This is an optimization exercise on Yosys and OpenROAD, whose aim is small area, not a production implementation.
The RTL was checked by simulation tests, not by an equivalence proof against the original design.

the previous run:
==> flow/design.v <==
module ringbuf_vga (
    input  wire          clk,
    input  wire          rst,
    input  wire          rx_valid,
    input  wire [7:0]    rx_data,
    input  wire          rx_last,
    input  wire          line_tick,
    input  wire          frame_tick,
    input  wire          poll_tick,
    input  wire          gl_valid,
    input  wire [15:0]   gl_row,
    output reg           gl_done,
    output reg           gl_ok,
    output reg           tx_valid,
    output wire [7:0]    tx_byte,
    output reg           scan_valid,
    output wire [191:0]  scan_data,
    output wire [2:0]    avail_lines,
    output wire [15:0]   frame_count,
    output wire [15:0]   rx_count,
    output wire [15:0]   proc_count
);
    reg [159:0] line0, line1, line2, line3, line4, line5;   
    reg [159:0] line_buf;      
    reg [2:0]   rc;            
    reg [2:0]   wl;            
    reg [2:0]   al;            
    reg [4:0]   ab;            
    reg         receiving;     
    reg [15:0]  received;
    reg [13:0]  proc_q;        
    reg [15:0]  frame_counter;
    reg [15:0]  scanline;
    reg [15:0]  last_row;
    reg         last_none;
    reg         in_block;
    wire       s_hi0   = (scanline[15:7] == 9'd0);
    wire [6:0] s_lo    = scanline[6:0];
    wire       visible = s_hi0 && (s_lo >= 7'd5) && (s_lo < 7'd95);
    reg  [4:0] tick_row;
    reg  [1:0] tick_ph;
    wire        fetch_req = (line_tick && visible) || gl_valid;
    wire [15:0] fetch_row = gl_valid ? gl_row : {11'd0, tick_row};
    wire        fetch_new = fetch_req && (last_none || (last_row != fetch_row));
    wire        fetch_ok  = fetch_new && (al != 3'd0);
    wire [2:0]  al_c = fetch_ok ? al - 3'd1 : al;
    wire flow_check = fetch_ok || poll_tick;
    wire req_emit   = flow_check && ((al_c[2:1] == 2'b00) || (al_c == 3'd2 && ab == 5'd0));
    wire rx_cmd  = rx_valid && !in_block && rx_last;
    wire rx_pay  = rx_valid && !rx_cmd;
    wire do_sof  = rx_cmd && (rx_data == 8'h05);
    wire do_data = rx_cmd && (rx_data == 8'h01);
    wire do_end  = rx_cmd && (rx_data == 8'h02);
    wire flush   = do_sof || do_end || (do_data && !receiving);
    wire wr_en   = rx_pay && receiving && (al_c != 3'd6);
    wire ab_wrap = (ab == 5'd19);
    wire [5:0] line_we;
    assign line_we[0] = wr_en && (wl == 3'd0);
    assign line_we[1] = wr_en && (wl == 3'd1);
    assign line_we[2] = wr_en && (wl == 3'd2);
    assign line_we[3] = wr_en && (wl == 3'd3);
    assign line_we[4] = wr_en && (wl == 3'd4);
    assign line_we[5] = wr_en && (wl == 3'd5);
    wire [959:0] st_q = {line5, line4, line3, line2, line1, line0};
    wire [959:0] st_d;
    genvar l, b;
    generate
        for (l = 0; l < 6; l = l + 1) begin : g_line
            wire         we  = line_we[l];
            wire         wen = !line_we[l];
            wire [159:0] sh  = {rx_data, st_q[160*l + 8 +: 152]};
            for (b = 0; b < 160; b = b + 1) begin : g_bit
                ringbuf_vga_wbit u_wb (
                    .d   (sh[b]),
                    .q   (st_q[160*l + b]),
                    .we  (we),
                    .wen (wen),
                    .y   (st_d[160*l + b]));
            end
        end
    endgenerate
    always @(posedge clk)
        {line5, line4, line3, line2, line1, line0} <= st_d;
    wire [5:0] rsel;
    assign rsel[0] = !rst && fetch_ok && (rc == 3'd0);
    assign rsel[1] = !rst && fetch_ok && (rc == 3'd1);
    assign rsel[2] = !rst && fetch_ok && (rc == 3'd2);
    assign rsel[3] = !rst && fetch_ok && (rc == 3'd3);
    assign rsel[4] = !rst && fetch_ok && (rc == 3'd4);
    assign rsel[5] = !rst && fetch_ok && (rc == 3'd5);
    wire hold = !rst && !fetch_ok;
    wire [159:0] line_buf_d;
    generate
        for (b = 0; b < 160; b = b + 1) begin : g_lb
            ringbuf_vga_sel7 u_sel (
                .s ({hold, rsel}),
                .d ({line_buf[b], line5[b], line4[b], line3[b], line2[b], line1[b], line0[b]}),
                .y (line_buf_d[b]));
        end
    endgenerate
    always @(posedge clk)
        line_buf <= line_buf_d;
    wire [15:0] rcv_s, frm_s, scn_s;
    wire [13:0] prc_s;
    wire [16:0] rcv_c, frm_c, scn_c;
    wire [14:0] prc_c;
    assign rcv_c[0] = wr_en;
    assign frm_c[0] = do_end && receiving;
    assign scn_c[0] = line_tick;
    assign prc_c[0] = fetch_ok;
    genvar ci;
    generate
        for (ci = 0; ci < 16; ci = ci + 1) begin : g_cnt
            ringbuf_vga_hadd u_rcv (.a(received[ci]),      .b(rcv_c[ci]), .s(rcv_s[ci]), .c(rcv_c[ci+1]));
            ringbuf_vga_hadd u_frm (.a(frame_counter[ci]), .b(frm_c[ci]), .s(frm_s[ci]), .c(frm_c[ci+1]));
            ringbuf_vga_hadd u_scn (.a(scanline[ci]),      .b(scn_c[ci]), .s(scn_s[ci]), .c(scn_c[ci+1]));
        end
        for (ci = 0; ci < 14; ci = ci + 1) begin : g_prc
            if (ci == 2) begin : g_fa
                ringbuf_vga_fadd u_prc (.a(proc_q[ci]), .b(prc_c[ci]), .ci(fetch_ok), .s(prc_s[ci]), .c(prc_c[ci+1]));
            end else begin : g_ha
                ringbuf_vga_hadd u_prc (.a(proc_q[ci]), .b(prc_c[ci]), .s(prc_s[ci]), .c(prc_c[ci+1]));
            end
        end
    endgenerate
    always @(posedge clk) begin
        received      <= (rst || flush) ? 16'd0 : rcv_s;
        proc_q        <= (rst || flush) ? 14'd0 : prc_s;
        frame_counter <= rst ? 16'd0 : frm_s;
        scanline      <= (rst || frame_tick) ? 16'd0 : scn_s;
    end
    always @(posedge clk) begin
        if (rst) begin
            rc            <= 3'd0;
            wl            <= 3'd0;
            al            <= 3'd0;
            ab            <= 5'd0;
            receiving     <= 1'b0;
            tick_row      <= 5'd0;
            tick_ph       <= 2'd0;
            last_none     <= 1'b1;
            in_block      <= 1'b0;
        end else begin
            if (rx_valid)
                in_block <= !rx_last;
            if (frame_tick || (line_tick && !visible)) begin
                tick_row <= 5'd0;
                tick_ph  <= 2'd0;
            end else if (line_tick) begin
                tick_ph  <= (tick_ph == 2'd2) ? 2'd0 : tick_ph + 2'd1;
                if (tick_ph == 2'd2)
                    tick_row <= tick_row + 5'd1;
            end
            if (fetch_req)
                last_row <= fetch_row;
            if (frame_tick)
                last_none <= 1'b1;
            else if (fetch_req)
                last_none <= 1'b0;
            if (flush) begin
                rc       <= 3'd0;
                wl       <= 3'd0;
                al       <= 3'd0;
                ab       <= 5'd0;
            end else begin
                if (fetch_ok)
                    rc     <= (rc == 3'd5) ? 3'd0 : rc + 3'd1;
                if (wr_en) begin
                    ab       <= ab_wrap ? 5'd0 : ab + 5'd1;
                    if (ab_wrap)
                        wl <= (wl == 3'd5) ? 3'd0 : wl + 3'd1;
                end
                al <= al_c + {2'b00, wr_en && ab_wrap};
            end
            if (do_sof || do_data)
                receiving <= 1'b1;
            else if (do_end)
                receiving <= 1'b0;
        end
    end
    always @(posedge clk) begin
        if (rst) begin
            gl_done    <= 1'b0;
            gl_ok      <= 1'b0;
            tx_valid   <= 1'b0;
            scan_valid <= 1'b0;
        end else begin
            gl_done    <= gl_valid;
            gl_ok      <= gl_valid && fetch_ok;
            tx_valid   <= req_emit;
            scan_valid <= line_tick && visible;
        end
    end
    assign tx_byte     = 8'h03;
    assign scan_data   = {16'd0, line_buf, 16'd0};
    assign avail_lines = al;
    assign frame_count = frame_counter;
    assign rx_count    = received;
    assign proc_count  = {proc_q, 2'b00};
endmodule
module ringbuf_vga_sel7 (
    input  wire [6:0] s,
    input  wire [6:0] d,
    output wire       y
);
    wire n_lo, n_hi;
    ringbuf_vga_aoi3 u_lo (.s(s[2:0]), .d(d[2:0]), .y(n_lo));
    ringbuf_vga_aoi3 u_hi (.s(s[5:3]), .d(d[5:3]), .y(n_hi));
    assign y = ~(n_lo & n_hi & ~(s[6] & d[6]));
endmodule
module ringbuf_vga_aoi3 (
    input  wire [2:0] s,
    input  wire [2:0] d,
    output wire       y
);
    assign y = ~|(s & d);
endmodule
module ringbuf_vga_wbit (
    input  wire d,
    input  wire q,
    input  wire we,
    input  wire wen,
    output wire y
);
    assign y = (d & we) | (q & wen);
endmodule
module ringbuf_vga_hadd (
    input  wire a,
    input  wire b,
    output wire s,
    output wire c
);
    assign {c, s} = {1'b0, a} + {1'b0, b};
endmodule
module ringbuf_vga_fadd (
    input  wire a,
    input  wire b,
    input  wire ci,
    output wire s,
    output wire c
);
    assign {c, s} = {1'b0, a} + {1'b0, b} + {1'b0, ci};
endmodule
==> flow/config.mk <==
export PLATFORM = sky130hd
export DESIGN_NAME = ringbuf_vga
export DESIGN_NICKNAME = ringbuf_vga
export VERILOG_FILES = /design/flow/design.v
export SDC_FILE = /design/flow/constraint.sdc
export NUM_CORES = 4
export LEC_CHECK = 0
export CAP_MARGIN = 20
export CORE_MARGIN = 2
export CORE_UTILIZATION = 55
export SLEW_MARGIN = 20
export SYNTH_HIERARCHICAL = 1
==> flow/constraint.sdc <==
create_clock -name core_clock -period 12.0 [get_ports {clk}]
set_input_delay 2.4000 -clock core_clock [delete_from_list [all_inputs] [get_ports {clk}]]
set_output_delay 2.4000 -clock core_clock [all_outputs]
set_load 0.01 [all_outputs]
standard.sh (not shown) runs the stock make flow with config.mk's settings and CLKGATE_MAP_FILE= SYNTH_SCRIPT=/design/flow/synth_recipe.tcl, a recipe that flattens the netlist after the stock synthesis.
==> flow/flow/run.sh <==
#!/bin/bash
set -e
export BUFFER_PORTS_ARGS="-buffer_cell sky130_fd_sc_hd__buf_1"
export CTS_ARGS="-sink_clustering_enable -repair_clock_nets -dont_use_dummy_load -buf_list sky130_fd_sc_hd__clkbuf_4 -sink_clustering_size 9 -sink_clustering_max_diameter 50"
bash standard.sh > standard.log 2>&1
Edits applied to the flow inputs when going from the previous run to the current run:
==> flow/flow/run.sh <==
#!/bin/bash
set -e
export BUFFER_PORTS_ARGS="-buffer_cell sky130_fd_sc_hd__buf_1"
export CTS_ARGS="-sink_clustering_enable -repair_clock_nets -dont_use_dummy_load -buf_list sky130_fd_sc_hd__clkbuf_4 -sink_clustering_size 8 -sink_clustering_max_diameter 40"
bash standard.sh > standard.log 2>&1
Notes after the runs:
In the metrics for the current run and the previous run, the one carrying the higher slack of the critical path is the current run.
Routed via count divided by cell count, the current run vs the previous run: down slightly
STATUS DRC violation total after the first TritonRoute iteration: the current run loses against the previous run
[compare] base=the previous run new=the current run: final area grew by about 0.4%, core utilization grew by 0.25 points.

## afterwards: timing with drivers on the ports
Ports are ideal in the flow. The routed layouts listed here were re-timed in OpenROAD. Step 1 sets driving cells, clkbuf_16 on the clock port and buf_2 on the other inputs (assumed; they add their load-dependent delay and slew). Step 2, shift: input delay + t, output delay - t, t = (earliest + latest rising clock arrival at the registers) / 2. This alone moves slack from input paths to output paths. Slacks: ideal / step 1 / step 2; pairs: ideal / step 1.
run | t (ns) | setup WS [ns] | latest minus earliest clock arrival (ns) | slew at the worst register clock pin (ns)
the previous run | 1.045 | 4.600 / 4.633 / 3.588 | 0.099 / 0.098 | 0.10 / 0.10
the current run | 1.076 | 4.649 / 4.683 / 3.607 | 0.100 / 0.100 | 0.09 / 0.09
After both steps every run listed still meets setup and hold. The setup slack of the current run, which loses most, moves by +0.034 ns with the drivers and by -1.042 ns with both steps.
